This is an optimization exercise on Yosys and OpenROAD, whose aim is small area, a short achievable clock period and few clock cycles, not a production implementation.
In this exercise RTL edits were held to simulation tests only and were not proved equivalent to the original.

## s2_codec
module s2_codec #(
    parameter [32:0] MEM_SIZE = 33'h0_0001_0000
) (
    input  wire        clk,
    input  wire        rst,
    input  wire        wr_en,
    input  wire [3:0]  wr_addr,
    input  wire [31:0] wr_data,
    input  wire [3:0]  rd_addr,
    output reg  [31:0] rd_data,
    output wire        busy,
    output reg         mem_req,
    output reg         mem_we,
    output wire [31:0] mem_addr,
    output reg  [7:0]  mem_wdata,
    input  wire [7:0]  mem_rdata
);
    localparam [127:0] KEY_ADK = 128'hF42E82F6_F91B9BB4_F84B6730_BDC28CBD;
    localparam [127:0] KEY_DNG = 128'h6BDBE8CB_B8AA00A1_0A4FF0D9_CA4659C9;
    function [31:0] crc_inv(input [31:0] r, input [7:0] d);
        integer k;
        reg [31:0] c;
        begin
            c = ~r ^ {24'd0, d};
            for (k = 0; k < 8; k = k + 1)
                c = c[0] ? ((c >> 1) ^ 32'hEDB88320) : (c >> 1);
            crc_inv = ~c;
        end
    endfunction
    function [30:0] rotl(input [30:0] x, input integer k);
        rotl = (x << k) | (x >> (31 - k));
    endfunction
    function [61:0] csa(input [30:0] x, input [30:0] y, input [30:0] z);
        reg [30:0] s, c;
        begin
            s = x ^ y ^ z;
            c = (x & y) | (x & z) | (y & z);
            csa = {rotl(c, 1), s};
        end
    endfunction
    function [30:0] eac_add(input [30:0] x, input [30:0] y);
        integer l, i;
        reg [30:0] g, p, gg, pp, c;
        begin
            g = x & y;
            p = x ^ y;
            gg = g; pp = p;
            for (l = 0; l < 5; l = l + 1)
                for (i = 0; i < 31; i = i + 1)
  ...
Size: roughly 130 I/O pins, about 30000 um^2 of cells after synthesis.
export LEC_CHECK = 0
export CAP_MARGIN = 20
export CORE_MARGIN = 2
export CORE_UTILIZATION = 60
export CTS_CLUSTER_DIAMETER = 60
export CTS_CLUSTER_SIZE = 25
export PLACE_DENSITY = 0.75
export SLEW_MARGIN = 20
create_clock -name core_clock -period 20.0 [get_ports {clk}]
standard.sh (not shown) runs the stock make flow with config.mk's settings and CLKGATE_MAP_FILE= SYNTH_SCRIPT=/design/flow/synth_recipe.tcl, a recipe that flattens the netlist after the stock synthesis.
==> flow/flow/run.sh <==
#!/bin/bash
# The standard layout (the standard.sh, unchanged synthesis and steps) with
# three knobs: repair_timing is asked for a larger setup margin, so that it also
# sizes the paths through the ports; buffer_ports uses a small fast buffer; and
# clock tree synthesis adds no dummy loads. Make's full output goes to make.log.
set -euo pipefail
bash standard.sh SETUP_SLACK_MARGIN=10.45 "BUFFER_PORTS_ARGS=-buffer_cell sky130_fd_sc_hd__buf_2" \
  "CTS_ARGS=-sink_clustering_enable -repair_clock_nets -sink_clustering_size 25 -sink_clustering_max_diameter 60 -dont_use_dummy_load" \
  finish > make.log 2>&1
The baseline went through all stages and came out clean.
Testbench counts at the start, summed over its fixed seeds: cycles 942,352.
==> next run, changes <==
==> flow/flow/run.sh (replaced) <==
#!/bin/bash
# The standard layout (the standard.sh, unchanged synthesis and steps) with
# two knobs: repair_timing is asked for a larger setup margin, so that it also
# sizes the paths through the ports, and buffer_ports uses a small fast buffer.
# Make's full output goes to make.log.
set -euo pipefail
bash standard.sh SETUP_SLACK_MARGIN=10.45 "BUFFER_PORTS_ARGS=-buffer_cell sky130_fd_sc_hd__buf_2" finish > make.log 2>&1
CORE_UTILIZATION = 40   (was 60)
PLACE_DENSITY = 0.6   (was 0.75)
Effect: Maximum frequency barely changes; wire length goes up by 6.4%; worst setup slack improves by 0.027 ns; hold slack degrades by 0.028 ns; die area goes up by 49%; synthesized cell count is unchanged; design area goes up by 3.8%.
==> next run, changes <==
--- a/flow/flow/run.sh
+++ b/flow/flow/run.sh
@@ -6,2 +6,2 @@
 set -euo pipefail
-bash standard.sh SETUP_SLACK_MARGIN=10.45 "BUFFER_PORTS_ARGS=-buffer_cell sky130_fd_sc_hd__buf_2" finish > make.log 2>&1
+bash standard.sh SETUP_SLACK_MARGIN=10.25 "BUFFER_PORTS_ARGS=-buffer_cell sky130_fd_sc_hd__buf_2" finish > make.log 2>&1
CORE_UTILIZATION = 60   (was 40)
PLACE_DENSITY = 0.75   (was 0.6)
Result: Area after synthesis stays the same. Sequential cell count is unchanged. Worst setup slack got worse by 0.19 ns. Cell count drops by a little under a tenth. Die area drops by a quarter to a third. Synthesized cell count does not change. First-iteration DRC count climbs by roughly a tenth. Routed wire length drops by roughly a tenth. Non-clock buffer count drops by 32.
==> next run, changes <==
--- a/flow/flow/run.sh
+++ b/flow/flow/run.sh
@@ -6,2 +6,2 @@
 set -euo pipefail
-bash standard.sh SETUP_SLACK_MARGIN=10.25 "BUFFER_PORTS_ARGS=-buffer_cell sky130_fd_sc_hd__buf_2" finish > make.log 2>&1
+bash standard.sh SETUP_SLACK_MARGIN=10.45 "BUFFER_PORTS_ARGS=-buffer_cell sky130_fd_sc_hd__buf_2" finish > make.log 2>&1
CORE_UTILIZATION = 72   (was 60)
PLACE_DENSITY = 0.85   (was 0.75)
Final cell count drops by 3.6%.
Die area decreases by about 16%.
Non-clock buffer count went up by 12.
==> next run, changes <==
CORE_UTILIZATION = 60   (was 72)
PLACE_DENSITY = 0.75   (was 0.85)
After rerunning: The changed run completed without violations; first-iteration DRC count drops by about a fifth; utilization fell by 13 points.

* * *

s2_codec, a different RTL version from the one above (not shown whole).
Size in the first run: ~2700 cells after synthesis, ~430 flip-flops, roughly 30000 µm² of cells after synthesis.
// s2_codec
module s2_codec #(
    parameter [32:0] MEM_SIZE = 33'h0_0001_0000
) (
    input  wire        clk,
    input  wire        rst,
    input  wire        wr_en,
    input  wire [3:0]  wr_addr,
    input  wire [31:0] wr_data,
    input  wire [3:0]  rd_addr,
    output reg  [31:0] rd_data,
    output wire        busy,
    output reg         mem_req,
    output reg         mem_we,
    output wire [31:0] mem_addr,
    output reg  [7:0]  mem_wdata,
    input  wire [7:0]  mem_rdata
);
    localparam [127:0] KEY_ADK = 128'hF42E82F6_F91B9BB4_F84B6730_BDC28CBD;
    localparam [127:0] KEY_DNG = 128'h6BDBE8CB_B8AA00A1_0A4FF0D9_CA4659C9;
    function [31:0] crc_inv(input [31:0] r, input [7:0] d);
        integer k;
        reg [31:0] c;
        begin
            c = ~r ^ {24'd0, d};
            for (k = 0; k < 8; k = k + 1)
                c = c[0] ? ((c >> 1) ^ 32'hEDB88320) : (c >> 1);
            crc_inv = ~c;
        end
    endfunction
    function [30:0] rotl(input [30:0] x, input integer k);
        rotl = (x << k) | (x >> (31 - k));
    endfunction
    function [61:0] csa(input [30:0] x, input [30:0] y, input [30:0] z);
        reg [30:0] s, c;
        begin
            s = x ^ y ^ z;
            c = (x & y) | (x & z) | (y & z);
            csa = {rotl(c, 1), s};
        end
    endfunction
    function [30:0] eac_add(input [30:0] x, input [30:0] y);
        integer l, i;
        reg [30:0] g, p, gg, pp, c;
        begin
            g = x & y;
            p = x ^ y;
            gg = g; pp = p;
            for (l = 0; l < 5; l = l + 1)
                for (i = 0; i < 31; i = i + 1)
                    if ((i >> l) & 1) begin
                        gg[i] = gg[i] | (pp[i] & gg[((i >> l) << l) - 1]);
                        pp[i] = pp[i] & pp[((i >> l) << l) - 1];
                    end
            c[0] = gg[30];
            for (i = 1; i < 31; i = i + 1)
                c[i] = gg[i-1] | (pp[i-1] & gg[30]);
            eac_add = p ^ c;
        end
    endfunction
  ...
==> flow/config.mk <==
export PLATFORM = sky130hd
export DESIGN_NAME = s2_codec
export DESIGN_NICKNAME = s2_codec
export VERILOG_FILES = /design/flow/design.v
export SDC_FILE = /design/flow/constraint.sdc
export NUM_CORES = 4
export LEC_CHECK = 0
export CAP_MARGIN = 20
export CORE_MARGIN = 2
export CORE_UTILIZATION = 40
export PLACE_DENSITY = 0.6
export SLEW_MARGIN = 20
==> flow/constraint.sdc <==
create_clock -name core_clock -period 20.0 [get_ports {clk}]
set_input_delay 4.0000 -clock core_clock [delete_from_list [all_inputs] [get_ports {clk}]]
set_output_delay 4.0000 -clock core_clock [all_outputs]
set_load 0.01 [all_outputs]
==> flow/flow/run.sh <==
#!/bin/bash
# The standard layout (the standard.sh, unchanged synthesis and steps) with
# two knobs: repair_timing is asked for a larger setup margin, so that it also
# sizes the paths through the ports, and buffer_ports uses a small fast buffer.
# Make's full output goes to make.log.
set -euo pipefail
bash standard.sh SETUP_SLACK_MARGIN=10.7 "BUFFER_PORTS_ARGS=-buffer_cell sky130_fd_sc_hd__buf_2" finish > make.log 2>&1
Testbench counts at the start, summed over its fixed seeds: cycles 939,518.
==> next run, changes <==
- CTS_BUF_LIST: default -> sky130_fd_sc_hd__clkbuf_4
After rerunning:
- The changed run completed without violations
- area after synthesis stays the same
- worst setup slack gets worse by 0.045 ns

* * *

maple:
RTL: one of the versions met above, not the one the previous note started from.
Size: about 2700 cells after synthesis, about 130 I/O pins, roughly 30000 um^2 of cells after synthesis.
export LEC_CHECK = 0
export CAP_MARGIN = 20
export CORE_MARGIN = 2
export CORE_UTILIZATION = 40
export CTS_CLUSTER_DIAMETER = 60
export CTS_CLUSTER_SIZE = 25
export PLACE_DENSITY = 0.6
export SLEW_MARGIN = 20
create_clock -name core_clock -period 20.0 [get_ports {clk}]
==> flow/flow/run.sh <==
#!/bin/bash
# The standard layout (the standard.sh, unchanged synthesis and steps) with
# two knobs: repair_timing is asked for a larger setup margin, so that it also
# sizes the paths through the ports, and buffer_ports uses a small fast buffer.
# Make's full output goes to make.log.
set -euo pipefail
bash standard.sh SETUP_SLACK_MARGIN=10.2 "BUFFER_PORTS_ARGS=-buffer_cell sky130_fd_sc_hd__buf_2" finish > make.log 2>&1
Having completed the whole flow, maple delivered a layout that passed the timing, design-rule and antenna checks.
Testbench counts of maple, summed over its fixed seeds: cycles 942,352.
Changes in cedar relative to maple:
- CTS_BUF_LIST: unset -> sky130_fd_sc_hd__clkbuf_4
- CTS_CLUSTER_DIAMETER: 60 -> unset
- CTS_CLUSTER_SIZE: 25 -> unset
-- flow/flow/run.sh --
<<< maple, line 5
# Make's full output goes to make.log.
set -euo pipefail
bash standard.sh SETUP_SLACK_MARGIN=10.2 "BUFFER_PORTS_ARGS=-buffer_cell sky130_fd_sc_hd__buf_2" finish > make.log 2>&1
>>> cedar, line 5
# Make's full output goes to make.log.
set -euo pipefail
bash standard.sh SETUP_SLACK_MARGIN=10.7 "BUFFER_PORTS_ARGS=-buffer_cell sky130_fd_sc_hd__buf_2" finish > make.log 2>&1
Results
- cedar ran to completion and came out clean on the timing, design-rule and antenna checks.
- Diff cedar..maple | count of multi-input gates | negligible
- Relative to maple, cedar degrades final area.
- Number of buffers and inverters on the critical path sits higher in cedar than in maple.
- Comparing cedar against maple, there is no change at all in adder and majority gate portion of the synthesized area.
- The higher total inserted antenna cells came out of cedar.
- Changes observed in cedar relative to maple: depth of the critical timing path with buffers and inverters included rose by 2; placed wire-length estimate after detailed placement rose by about 0.8%.
- cedar ends up with a weighted congestion reported at the end of routability-driven placement that is 1.5% lower than in maple.
- Delta(fraction of met2 tracks used by global routing, cedar - maple) > 0
> inputs changed (cedar -> fjord)
- CTS_BUF_LIST no longer set, was sky130_fd_sc_hd__clkbuf_4
- CTS_CLUSTER_SIZE now 25, previously not set
- CTS_CLUSTER_DIAMETER now 60, previously not set
==> flow/flow/run.sh <==
#!/bin/bash
# The standard layout (the standard.sh, unchanged synthesis and steps),
# with buffer_ports using a small fast buffer. Make's full output goes to make.log.
set -euo pipefail
bash standard.sh "BUFFER_PORTS_ARGS=-buffer_cell sky130_fd_sc_hd__buf_2" finish > make.log 2>&1
Notes after the runs:
- Looking at the reports, fjord completed the entire flow and the layout it produced met the timing, design-rule and antenna checks.
- The worst setup path endpoint comes out rd_data[6] in one run and rd_data[15] in the other, namely in cedar and fjord respectively.
- The lower global-route usage of cedar and fjord is in fjord.
- Looking at clock skew across cedar and fjord, the one that comes out higher is cedar.
- Against cedar, fjord reports a placed wire-length estimate after detailed placement that is lower.
[inputs] onyx vs fjord
==> flow/flow/run.sh <==
#!/bin/bash
# The standard layout (the standard.sh, unchanged synthesis and steps) with
# two knobs: repair_timing is asked for a larger setup margin, so that it also
# sizes the paths through the ports, and buffer_ports uses a small fast buffer.
# Make's full output goes to make.log.
set -euo pipefail
bash standard.sh SETUP_SLACK_MARGIN=10.7 "BUFFER_PORTS_ARGS=-buffer_cell sky130_fd_sc_hd__buf_2" finish > make.log 2>&1
[summary]
[diff] wire length of the first global-routing pass, onyx relative to fjord: regression. Any difference in setup total negative slack between fjord and onyx is small enough to ignore. On via count, onyx and fjord are neck and neck. Comparing onyx and fjord, the higher final area was measured on onyx. Cmp onyx vs fjord: final critical-path setup slack higher in onyx. In the metrics for onyx and fjord, the one carrying the higher signed area change from the synthesized netlist to the final layout is onyx.

[static timing again, ports no longer ideal]
The flow's constraints put no driver on any port. The routed layouts listed below were extracted and timed again, unchanged, in two steps.
Step 1 (the two cells are an assumption about what drives the block):
set clk [get_ports {clk}]
set_driving_cell -lib_cell sky130_fd_sc_hd__clkbuf_16 $clk
set_driving_cell -lib_cell sky130_fd_sc_hd__buf_2 [delete_from_list [all_inputs] $clk]
Step 2 times the ports against the registers' clock, not the clock port: input delays grow and output delays shrink by t, the midpoint of the rising clock arrivals with the driver on.
a / b / c = no drivers / after step 1 / after step 2; a / b = the first two.
run | shift t [ns] | setup WS [ns] | worst register clock-pin slew, ns | worst slew at a driven data input, ns
the first run of note 1 | 0.625 | 10.422 / 10.370 / 10.370 | 0.10 / 0.10 | 0.07
the second run of note 1 | 0.677 | 10.449 / 10.399 / 10.399 | 0.10 / 0.10 | 0.11
the third run of note 1 | 0.645 | 10.256 / 10.221 / 10.221 | 0.10 / 0.10 | 0.10
the fourth run of note 1 | 0.655 | 10.423 / 10.368 / 10.368 | 0.10 / 0.10 | 0.06
the fifth run of note 1 | 0.647 | 10.449 / 10.424 / 10.424 | 0.09 / 0.09 | 0.06
the first run of note 2 | 0.676 | 10.538 / 10.471 / 10.471 | 0.07 / 0.07 | 0.07
the second run of note 2 | 0.968 | 10.493 / 10.427 / 10.427 | 0.08 / 0.08 | 0.06
maple | 0.675 | 10.229 / 10.201 / 10.201 | 0.09 / 0.09 | 0.13
cedar | 0.983 | 10.476 / 10.430 / 10.430 | 0.09 / 0.09 | 0.12
fjord | 0.678 | 9.838 / 9.814 / 9.814 | 0.10 / 0.10 | 0.13
onyx | 0.663 | 10.545 / 10.484 / 10.484 | 0.10 / 0.10 | 0.13
After both steps setup and hold are still met in every run listed. For the first run of note 2, which loses most, drivers alone change the setup slack by -0.067 ns; drivers and shift together by -0.067 ns.
